Context: an optimization exercise on an open-source flow, tuned for small area. The choices shown serve that exercise and are no tape-out recipe. The RTL was checked by simulation tests, not by an equivalence proof against the original design. Power is estimated from default activity; no workload was simulated.

Design ycc_to_rgb, start of the top module:
module ycc_to_rgb (
    input  wire        clk,
    input  wire        rst,           
    input  wire        in_valid,
    input  wire        in_mode,       
    input  wire [2:0]  in_cll,        
    input  wire [15:0] in_e0,         
    input  wire [15:0] in_e1,         
    input  wire [15:0] in_e2,         
    output reg         out_valid,
    output wire [31:0] out_pixel      
);
Size in the first run: about 880 cells after synthesis, about 0.011 mm² of cells after synthesis.
==> flow/config.mk <==
export PLATFORM = sky130hd
export DESIGN_NAME = ycc_to_rgb
export DESIGN_NICKNAME = ycc_to_rgb
export VERILOG_FILES = /design/flow/design.v
export SDC_FILE = /design/flow/constraint.sdc
export NUM_CORES = 4
export LEC_CHECK = 0
export CAP_MARGIN = 20
export CORE_MARGIN = 2
export CORE_UTILIZATION = 40
export SLEW_MARGIN = 20
export SYNTH_HIERARCHICAL = 1
export SYNTH_MINIMUM_KEEP_SIZE = 0
==> flow/constraint.sdc <==
create_clock -name core_clock -period 10.0 [get_ports {clk}]
set_input_delay 2.0000 -clock core_clock [delete_from_list [all_inputs] [get_ports {clk}]]
set_output_delay 2.0000 -clock core_clock [all_outputs]
set_load 0.01 [all_outputs]
standard.sh (not shown) runs the stock make flow with config.mk's settings and CLKGATE_MAP_FILE= SYNTH_SCRIPT=/design/flow/synth_recipe.tcl, a recipe that flattens the netlist after the stock synthesis.
==> flow/flow/run.sh <==
#!/bin/bash
# The standard layout, with the port buffers made from sky130_fd_sc_hd__buf_1 cells.
set -euo pipefail
bash standard.sh BUFFER_PORTS_ARGS="-buffer_cell sky130_fd_sc_hd__buf_1" finish > standard_flow.log 2>&1
The baseline ran to the end with no violations.
==> next run, changes <==
==> flow/run.sh (new file) <==
#!/bin/bash
# synth_recipe.tcl (not shown) runs the flow's synth.tcl, then flattens the netlist and writes it again
# the make line also repeats each setting of config.mk as NAME=value (left out here)
make -C /OpenROAD-flow-scripts/flow DESIGN_CONFIG=/design/flow/config.mk WORK_HOME=/design/flow/orfs CLKGATE_MAP_FILE= SYNTH_SCRIPT=/design/flow/synth_recipe.tcl finish
removed: flow/flow/run.sh
removed: flow/standard.sh
Result:
- die area is unchanged
- count of clock-buffer cells in the layout is unchanged
- global-route usage went up by 0.45 points
- sequential power is about the same
- via count stays flat
- hold slack improved by 0.39 ns
- worst setup slack gets worse by 0.34 ns
- fmax shrinks by 4.0%
- total power climbs by 2.5%
- area after synthesis stays the same
- cell count is lower by 1.1%


Another version of the RTL of ycc_to_rgb (not shown whole).
For scale: ~25 flip-flops, about 88 I/O pins, ~9600 um^2 of cells after synthesis.
==> flow/design.v (excerpt) <==
module ycc_to_rgb (
    input  wire        clk,
    input  wire        rst,           
    input  wire        in_valid,
    input  wire        in_mode,       
    input  wire [2:0]  in_cll,        
    input  wire [15:0] in_e0,         
    input  wire [15:0] in_e1,         
    input  wire [15:0] in_e2,         
    output reg         out_valid,
    output wire [31:0] out_pixel      
);
clock: 10.0 ns
lec_check: 0
cap_margin: 20
core_margin: 2
core_utilization: 65
cts_buf_list: sky130_fd_sc_hd__clkbuf_8
place_density: 0.75
slew_margin: 20
synth_hierarchical: 1
synth_minimum_keep_size: 0
==> flow/flow/run.sh <==
#!/bin/bash
# The standard layout with two changes:
#  - the synthesis is the standard flow's (synth_recipe.tcl), except that its final ABC
#    mapping uses flow/abc_map.script (area-oriented mapping) instead of ORFS's
#    speed script;
#  - the input port buffers are sky130_fd_sc_hd__buf_2 cells, the output port
#    buffers sky130_fd_sc_hd__buf_1 cells (flow/outbuf.tcl, before the resizing
#    step after global placement).
set -euo pipefail
here=$(pwd)
{
  echo "# synth_recipe.tcl, with the final ABC mapping done by $here/flow/abc_map.script"
  echo "proc abc {args} {"
  echo "  set i [lsearch -exact \$args -script]"
  echo "  if {\$i >= 0} { lset args [expr {\$i + 1}] $here/flow/abc_map.script }"
  echo "  yosys abc {*}\$args"
  echo "}"
  cat "$here/synth_recipe.tcl"
} > "$here/synth_area.tcl"
bash standard.sh SYNTH_SCRIPT="$here/synth_area.tcl" \
  BUFFER_PORTS_ARGS="-inputs -buffer_cell sky130_fd_sc_hd__buf_2" \
  PRE_RESIZE_TCL="$here/flow/outbuf.tcl" finish > standard_flow.log 2>&1
==> flow/flow/abc_map.script <==
strash
dch
amap
topo
stime -c
==> flow/flow/outbuf.tcl <==
# Output port buffers, made from sky130_fd_sc_hd__buf_1 cells (the outputs only
# drive the fixed 0.01 pF load); the input port buffers were made at global
# placement.
buffer_ports -outputs -buffer_cell sky130_fd_sc_hd__buf_1
Edit:
==> flow/flow/abc_map.script (replaced) <==
strash
dch
amap -F 4 -A 8
topo
stime -c
--- a/flow/config.mk
+++ b/flow/config.mk
@@ -10 +10 @@
-export CORE_UTILIZATION = 65
+export CORE_UTILIZATION = 75
@@ -12 +12 @@
-export PLACE_DENSITY = 0.75
+export PLACE_DENSITY = 0.85
Outcome: Clock power climbs by about 2%. Global-route usage rose by 6.0 points. Routed wire length drops by 1.5%. Worst setup slack improved by 0.30 ns. Clock-buffer cell count is unchanged. Design area shrinks by 1.4%. Cell count decreases by about 4%. Flip-flop and latch count is unchanged. Utilization rose by 10 points.
Edit:
--- a/flow/config.mk
+++ b/flow/config.mk
@@ -10 +10 @@
-export CORE_UTILIZATION = 75
+export CORE_UTILIZATION = 65
@@ -12 +12 @@
-export PLACE_DENSITY = 0.85
+export PLACE_DENSITY = 0.75
Routed wire length went down slightly.
Non-clock buffer count stays the same.
Area after synthesis does not change.


## lane 1
Another version of the RTL of ycc_to_rgb (not shown whole).
For scale: roughly 790 cells after synthesis, about 88 I/O pins, ~10000 µm² of cells after synthesis.
export LEC_CHECK = 0
export CAP_MARGIN = 20
export CORE_MARGIN = 2
export CORE_UTILIZATION = 80
export PLACE_DENSITY = 0.9
export SLEW_MARGIN = 20
export SYNTH_HIERARCHICAL = 1
export SYNTH_MINIMUM_KEEP_SIZE = 0
create_clock -name core_clock -period 10.0 [get_ports {clk}]
==> flow/flow/run.sh <==
#!/bin/bash
# The standard layout, with the port buffers made from sky130_fd_sc_hd__buf_2 cells.
set -euo pipefail
bash standard.sh BUFFER_PORTS_ARGS="-buffer_cell sky130_fd_sc_hd__buf_2" finish > standard_flow.log 2>&1
Per the final summary, lane 1 finished and its layout is clean on timing, DRC and antenna.
## Diff of input files: lane 2 against lane 1
- changing PLACE_DENSITY from 0.9 to 0.75
- changing CORE_UTILIZATION from 80 to 65
Notes after the runs:
Lane 2 completed; timing, DRC and antenna clean. Going from lane 1 to lane 2, clock power grows by about 0.7%. Cell area (lower): lane 1. Summary — time the final worst path needs with I/O delays and setup, lane 2 relative to lane 1: lower, by 0.023 ns. Lane 2 vs. lane 1: largest stage delay on the critical path fell by 0.03 ns, total placed cells including tap cells +2.1%, combinational power share went down by 0.3 points. For the detailed-routing iteration count for the pre-antenna-repair pass, lane 2 came in 1 lower than lane 1 did. Compared with lane 1, lane 2 shows half-perimeter wire length after detailed placement lower by 3.8%. When the final numbers for lane 2 and lane 1 were put side by side, the global-route wire length before repair turned out to be smaller in lane 2. Where final worst-path setup slack is concerned, lane 1 is outperformed by lane 2.

[port drivers added, routing unchanged]
No port has a modelled driver above. Below, the same layouts with a new extraction and two added sets of constraints. Step 1 (the two cells are an assumption about what drives the block):
set clk [get_ports {clk}]
set_driving_cell -lib_cell sky130_fd_sc_hd__clkbuf_16 $clk
set_driving_cell -lib_cell sky130_fd_sc_hd__buf_2 [delete_from_list [all_inputs] $clk]
Step 2 adds t to the input delays and takes it off the output delays; t is the mean of the earliest and latest rising clock arrival at the registers after step 1. Input paths then give back, and output paths get back, about the clock's delay inside the block. a / b / c = ideal ports / drivers / drivers and shift; a / b = the first two.
| run | t, ns | setup WS [ns] | clock arrival spread, ns | cell pins on the clock port's net |
|---|---|---|---|---|
| the first run of note 1 | 0.307 | 1.763 / 1.778 / 1.470 | 0.002 / 0.001 | 1 |
| the second run of note 1 | 0.310 | 1.423 / 1.418 / 1.108 | 0.003 / 0.003 | 1 |
| the first run of note 2 | 0.299 | 0.748 / 0.752 / 0.453 | 0.002 / 0.001 | 1 |
| the second run of note 2 | 0.301 | 1.053 / 1.056 / 0.754 | 0.007 / 0.007 | 1 |
| the third run of note 2 | 0.286 | 1.048 / 1.052 / 0.766 | 0.005 / 0.005 | 1 |
| lane 1 | 0.298 | 0.492 / 0.497 / 0.199 | 0.007 / 0.008 | 1 |
| lane 2 | 0.302 | 0.515 / 0.526 / 0.224 | 0.009 / 0.009 | 1 |
After both steps every run listed still meets setup and hold. The setup slack of the second run of note 1, which loses most, moves by -0.005 ns with the drivers and by -0.315 ns with both steps.
